From an optimization exercise on the open Yosys and OpenROAD flow, aimed at small area, a short achievable clock period and few clock cycles per item; shortcuts taken in it are not production practice.

==> inputs of job 3591 <==
// a429pk
module a429pk (
    input  wire         clk,
    input  wire         rst,
    input  wire         cmd_valid,
    output wire         cmd_ready,
    input  wire [287:0] cmd,
    output reg          rsp_valid,
    output wire [127:0] rsp_rn,
    output wire [63:0]  rsp_rd,
    output reg          diag_valid,
    output reg  [3:0]   diag_code,
    output wire [31:0]  raw,
    output wire [7:0]   dsr
);
    localparam [7:0] OP_SETRAW  = 8'h01, OP_GETRAW  = 8'h02,
                     OP_SETID   = 8'h03, OP_GETID   = 8'h04,
                     OP_SETSDI  = 8'h05, OP_GETSDI  = 8'h06,
                     OP_SETSSM  = 8'h07, OP_GETSSM  = 8'h08,
                     OP_SETPAR  = 8'h09, OP_GETPAR  = 8'h0A,
                     OP_SETBNR  = 8'h0B, OP_GETBNR  = 8'h0C,
                     OP_SETBCDD = 8'h0D, OP_SETBCD  = 8'h0E,
                     OP_GETBCD  = 8'h0F, OP_SETDISC = 8'h10,
                     OP_GETDISC = 8'h11, OP_SETDBIT = 8'h12,
                     OP_GETDBIT = 8'h13, OP_CLR     = 8'h14,
  ...
export LEC_CHECK = 0
export CAP_MARGIN = 40
export CORE_MARGIN = 2
export CORE_UTILIZATION = 40
export SLEW_MARGIN = 40
create_clock -name core_clock -period 15.0 [get_ports {clk}]
standard.sh (not shown) runs the stock make flow with config.mk's settings and CLKGATE_MAP_FILE= SYNTH_SCRIPT=/design/flow/synth_recipe.tcl, a recipe that flattens the netlist after the stock synthesis.
==> flow/flow/run.sh <==
#!/bin/bash
# The standard layout (standard.sh), with ORFS's setup repair asked to
# leave a larger setup-slack margin on the design's own clock period.
set -euo pipefail
export SETUP_SLACK_MARGIN=8
bash standard.sh > standard.log 2>&1
==> job 3202 (differences from job 3591) <==
- SYNTH_HIERARCHICAL: default -> 1
- SYNTH_MINIMUM_KEEP_SIZE: default -> 0
==> comparison <==
In job 3202 the die area is higher than in job 3591, by about 3%. Cell count: job 3591 is smaller than job 3202 (3.1%). Count of clock-buffer cells in the layout: job 3202 is higher than job 3591 (15). In job 3591 the non-clock buffer count is lower than in job 3202, by 59. Of job 3591 and job 3202, job 3202 has the higher synthesized cell count (gap about 2.7%, measured against job 3202). In flip-flop and latch count, job 3202 and job 3591 do not differ. First-iteration DRC count: job 3202 is higher than job 3591 (9.0%). In job 3202 the via count is higher than in job 3591, by about 5.6%. Between job 3591 and job 3202, the lower sequential share of layout area is in job 3202 (gap 0.70 points). Job 3591 ran to the end with no violations. Job 3202 finished with timing, DRC and antenna clean.
Function was not checked in any run of this note: the RTL went through the layout flow alone.

========
==> run F <==
a429pk, a different RTL version from the one above (not shown whole).
clock: 15.0 ns
lec_check: 0
cap_margin: 40
core_margin: 2
core_utilization: 40
slew_margin: 40
Scripts as last shown in full above: flow/flow/run.sh
==> run P: changes against run F <==
--- a/flow/design.v
+++ b/flow/design.v
@@ -93,16 +93,15 @@
                      S_GD2   = 5'd9,    
                      S_DAB   = 5'd10,   
                      S_BW    = 5'd11,   
                      S_BREM  = 5'd12,   
                      S_BSCAN = 5'd13,   
                      S_GPREP = 5'd14,   
                      S_GBCD  = 5'd15,   
-                     S_TB    = 5'd16,   
-                     S_PREP2 = 5'd17;   
+                     S_TB    = 5'd16;   
     reg [4:0] st;
     reg [31:0]  raw_q;
     reg [7:0]   dsr_q;
     reg [131:0] acc;         
     reg [130:0] ds;          
     reg [63:0]  opx;         
     reg [63:0]  rd;          
@@ -138,35 +137,27 @@
     reg [15:0]  g_inb;       
     assign raw       = raw_q;
     assign dsr       = dsr_q;
     assign cmd_ready = (st == S_IDLE);
     assign rsp_rn    = acc[127:0];
     assign rsp_rd    = rd;
     wire idle = (st == S_IDLE);
-    function [2:0] msb8(input [7:0] f);
-        reg hi;
-        begin
-            hi = |f[7:4];
-            msb8[2] = hi;
-            msb8[1] = hi ? (f[7] | f[6]) : (f[3] | f[2]);
-            msb8[0] = hi ? (f[7] | (~f[6] & f[5])) : (f[3] | (~f[2] & f[1]));
-        end
-    endfunction
     function [5:0] msb64(input [63:0] x);
-        reg [7:0]  nzb;
-        reg [23:0] lo;
-        reg [2:0]  g;
-        integer i;
+        reg [31:0] a;
+        reg [15:0] b;
+        reg [7:0]  c;
+        reg [3:0]  d;
+        reg [1:0]  e;
         begin
-            for (i = 0; i < 8; i = i + 1) begin
-                nzb[i]       = |x[8*i +: 8];
-                lo[3*i +: 3] = msb8(x[8*i +: 8]);
-            end
-            g     = msb8(nzb);
-            msb64 = {g, lo[3*g +: 3]};
+            msb64[5] = |x[63:32]; a = msb64[5] ? x[63:32] : x[31:0];
+            msb64[4] = |a[31:16]; b = msb64[4] ? a[31:16] : a[15:0];
+            msb64[3] = |b[15:8];  c = msb64[3] ? b[15:8]  : b[7:0];
+            msb64[2] = |c[7:4];   d = msb64[2] ? c[7:4]   : c[3:0];
+            msb64[1] = |d[3:2];   e = msb64[1] ? d[3:2]   : d[1:0];
+            msb64[0] = e[1];
         end
     endfunction
     function [4:0] btop(input [63:0] x);
         reg [5:0] m;
         begin
             m    = msb64(x ^ {x[62:0], 1'b0});
             btop = m[5:1];
@@ -184,16 +175,17 @@
     endfunction
     wire [7:0]  c_op  = cmd[7:0];
     wire [5:0]  c_rsv = cmd[31:26];
     wire [63:0] c_a   = cmd[95:32];
     wire [63:0] c_b   = cmd[159:96];
     wire [63:0] c_d   = cmd[287:224];
     wire c_known   = (c_op >= OP_SETRAW) && (c_op <= OP_CLRDSR);
-    wire [63:0] c_c   = cmd[223:160];
     wire c_illegal = (c_rsv != 6'd0) || !c_known ||
+                     (c_op == OP_SETBNR && (c_b == 64'd0 || c_d == 64'd0)) ||
+                     (c_op == OP_GETBNR && c_d == 64'd0) ||
                      (c_op == OP_SETPAR && c_a[63:1] != 63'd0);
     wire c_b10     = (c_b == 64'd10);
     wire c_hi8  = (c_a[63:8] != 56'd0);
     wire c_hi2  = c_hi8 || (c_a[7:2] != 6'd0);
     wire c_par  = c_a[0] ^ (^raw_q);
     wire occ_id  = (raw_q[7:0]   != 8'd0);
     wire occ_sdi = (raw_q[9:8]   != 2'd0);
@@ -260,30 +252,34 @@
     reg         nd_flip;
     wire [63:0] c_reg   = ds[63:0];
     always @(*) begin
         nd_src  = c_reg;
         nd_idx  = jc - 5'd1;
         nd_flip = flip;
         case (st)
-            S_PREP, S_PREP2: nd_idx = jc;
+            S_PREP: begin
+                nd_idx = btop(c_reg);
+                if (opq == OP_GETBNR) nd_flip = g_sbit;
+            end
             S_P2: if (jc == 5'd0) begin
                 nd_src  = opx;
                 nd_idx  = jd;
                 nd_flip = flip1;
             end
             S_P1: nd_src = opx;
             default: ;
         endcase
     end
     wire [2:0] nd_dig  = bdig(nd_src, nd_idx);
     wire       nd_one  = nd_dig[1] ^ nd_dig[0];
     wire       nd_two  = (nd_dig == 3'b011) || (nd_dig == 3'b100);
     wire       nd_neg  = (nd_one || nd_two) && ((nd_dig[2] && !(nd_dig[1] && nd_dig[0])) ^ nd_flip);
     wire        nd_p1   = m_p1 || (st == S_P2 && jc == 5'd0);
-    wire [63:0] m_cand  = nd_p1 ? rd : ds[127:64];
+    wire        nd_gm   = (st == S_PREP) && (opq == OP_GETBNR);
+    wire [63:0] m_cand  = nd_p1 ? rd : (nd_gm ? {32'd0, e_bok ? e_al[31:0] : 32'd0} : ds[127:64]);
     wire [65:0] m_c66   = {{2{m_cand[63]}}, m_cand};
     wire [65:0] pp_mag  = nd_one ? m_c66 : (nd_two ? {m_c66[64:0], 1'b0} : 66'd0);
     wire [65:0] pp_nx   = pp_mag ^ {66{nd_neg}};
     wire [131:0] pp_y   = {{66{ppq[65]}}, ppq};
     wire         d_sub  = !acc[131];                     
     wire [131:0] ad_x   = m_div ? {acc[130:0], 1'b0} :
                           (first ? 132'd0 : {acc[129:0], 2'b00});
@@ -423,16 +419,14 @@
             fb    <= cmd[13:8];
             lb    <= cmd[19:14];
             sb    <= cmd[25:20];
             neg   <= cmd[95] ^ cmd[159] ^ cmd[223] ^ cmd[287];
             flip  <= cmd[159] ^ cmd[223];
             flip1 <= cmd[95] ^ cmd[287];
             first <= 1'b1;
-            jc    <= btop(c_c);
-            jd    <= btop(c_d);
             m_div <= 1'b0;
             m_ar  <= 1'b0;
             m_p1  <= 1'b0;
             opx   <= (c_op == OP_SETBNR) ? c_d : c_a;
             ds    <= {3'd0, c_b, cmd[223:160]};
             rd    <= (c_op == OP_GETBNR) ? c_d : ((c_op == OP_SETBNR) ? c_a : 64'd1);
             acc_m  = (c_op == OP_GETID)   ? {124'd0, raw_q[7:0]} :
@@ -481,56 +475,51 @@
                         nx_diag = 1'b1; nx_code = E_OCCUPIED;
                     end else
                         raw_q <= raw_q | u_wr;
                 end
                 endcase
             end
             S_PREP: begin
+                jc  <= btop(c_reg);
+                jd  <= btop(opx);
                 wv  <= e_w0;
                 sht <= e_w0[6:2] + {4'd0, e_w0[1] | e_w0[0]};
                 if (opq == OP_SETBNR) begin
-                    if (c_reg == 64'd0 || ds[127:64] == 64'd0 || opx == 64'd0) begin
+                    if (c_reg == 64'd0) begin
                         nx_diag = 1'b1; nx_code = E_ILLEGAL;
                         rsp_valid <= 1'b1;
                         rd <= 64'd1;
                         st <= S_IDLE;
                     end else begin
                         if (fb <= sb && sb <= lb) begin
                             nx_diag = 1'b1; nx_code = E_SIGNOVL;
                         end
                         st   <= S_P2;
                         m_ar <= 1'b1;
                     end
-                end else if (rd == 64'd0) begin
-                    nx_diag = 1'b1; nx_code = E_ILLEGAL;
-                    rsp_valid <= 1'b1;
-                    rd <= 64'd1;
-                    st <= S_IDLE;
                 end else begin
                     ds[127:64] <= {32'd0, (e_bok ? e_al[31:0] : 32'd0)};
                     flip <= g_sbit;
                     pend <= !e_bok && !f_b2;
                     if (!e_bok || !f_b2) begin
                         nx_diag = 1'b1; nx_code = E_RANGE;
                     end
                     if (c_reg == 64'd0 || !e_bok || e_al[31:0] == 32'd0) begin
                         if (!e_bok && !f_b2)
                             st <= S_GD2;
                         else begin
                             rsp_valid <= 1'b1;
                             st <= S_IDLE;
                         end
-                    end else
-                        st <= S_PREP2;
+                    end else begin
+                        st   <= S_GMUL;
+                        m_ar <= 1'b1;
+                    end
                 end
             end
-            S_PREP2: begin
-                st   <= S_GMUL;
-                m_ar <= 1'b1;
-            end
             S_P2: begin
                 first <= 1'b0;
                 jc    <= jc - 5'd1;
                 if (jc == 5'd0) begin
                     st     <= S_P1;
                     m_p1   <= 1'b1;
                     jc     <= jd;
==> flow/run.sh (new file) <==
#!/bin/bash
# synth_recipe.tcl (not shown) runs the flow's synth.tcl, then flattens the netlist and writes it again
# the make line also repeats each setting of config.mk as NAME=value (left out here)
make -C /OpenROAD-flow-scripts/flow DESIGN_CONFIG=/design/flow/config.mk WORK_HOME=/design/flow/orfs CLKGATE_MAP_FILE= SYNTH_SCRIPT=/design/flow/synth_recipe.tcl finish
--- a/flow/config.mk
+++ b/flow/config.mk
@@ -4,8 +4,9 @@
 export VERILOG_FILES = /design/flow/design.v
 export SDC_FILE = /design/flow/constraint.sdc
 export NUM_CORES = 8
 export LEC_CHECK = 0
 export CAP_MARGIN = 40
 export CORE_MARGIN = 2
 export CORE_UTILIZATION = 40
+export SETUP_SLACK_MARGIN = 5
 export SLEW_MARGIN = 40
removed: flow/flow/run.sh
removed: flow/standard.sh
==> summary of the runs <==
Design area: run P is larger than run F (about 6.5%). Flip-flop and latch count is the same in run P and run F. In run P the synthesized cell count is larger than in run F, by about 7%. Between run P and run F, the lower sequential share of layout area is in run P (gap 1.1 points). Non-clock buffer count: run F is lower than run P (46). Fmax: run F is larger than run P (20%).
No run of this note included a check of the RTL's function; only the layout flow was run.

==> afterwards: timing with drivers on the ports <==
The results above use ideal ports. As a check the final layouts listed here were re-extracted and re-timed, cells and wires unchanged. Step 1, drivers: a clkbuf_16 drives clk and a buf_2 each remaining input, both assumed. Step 2 times the ports against the registers' clock, not the clock port: input delays grow and output delays shrink by t, the midpoint of the rising clock arrivals with the driver on. Three values: ideal ports, drivers, drivers and shift; two values: the first two.
| run | t, ns | setup slack, ns | worst setup path after step 2 |
|---|---|---|---|
| job 3591 | 0.822 | 7.357 / 7.408 / 6.586 | input to register |
| job 3202 | 0.841 | 7.892 / 7.892 / 7.152 | input to register |
| run F | 0.830 | 8.032 / 8.032 / 7.619 | input to register |
| run P | 0.856 | 6.627 / 6.627 / 6.627 | register to register |
After both steps every run listed still meets setup and hold. The setup slack of job 3591, which loses most, moves by +0.051 ns with the drivers and by -0.771 ns with both steps.
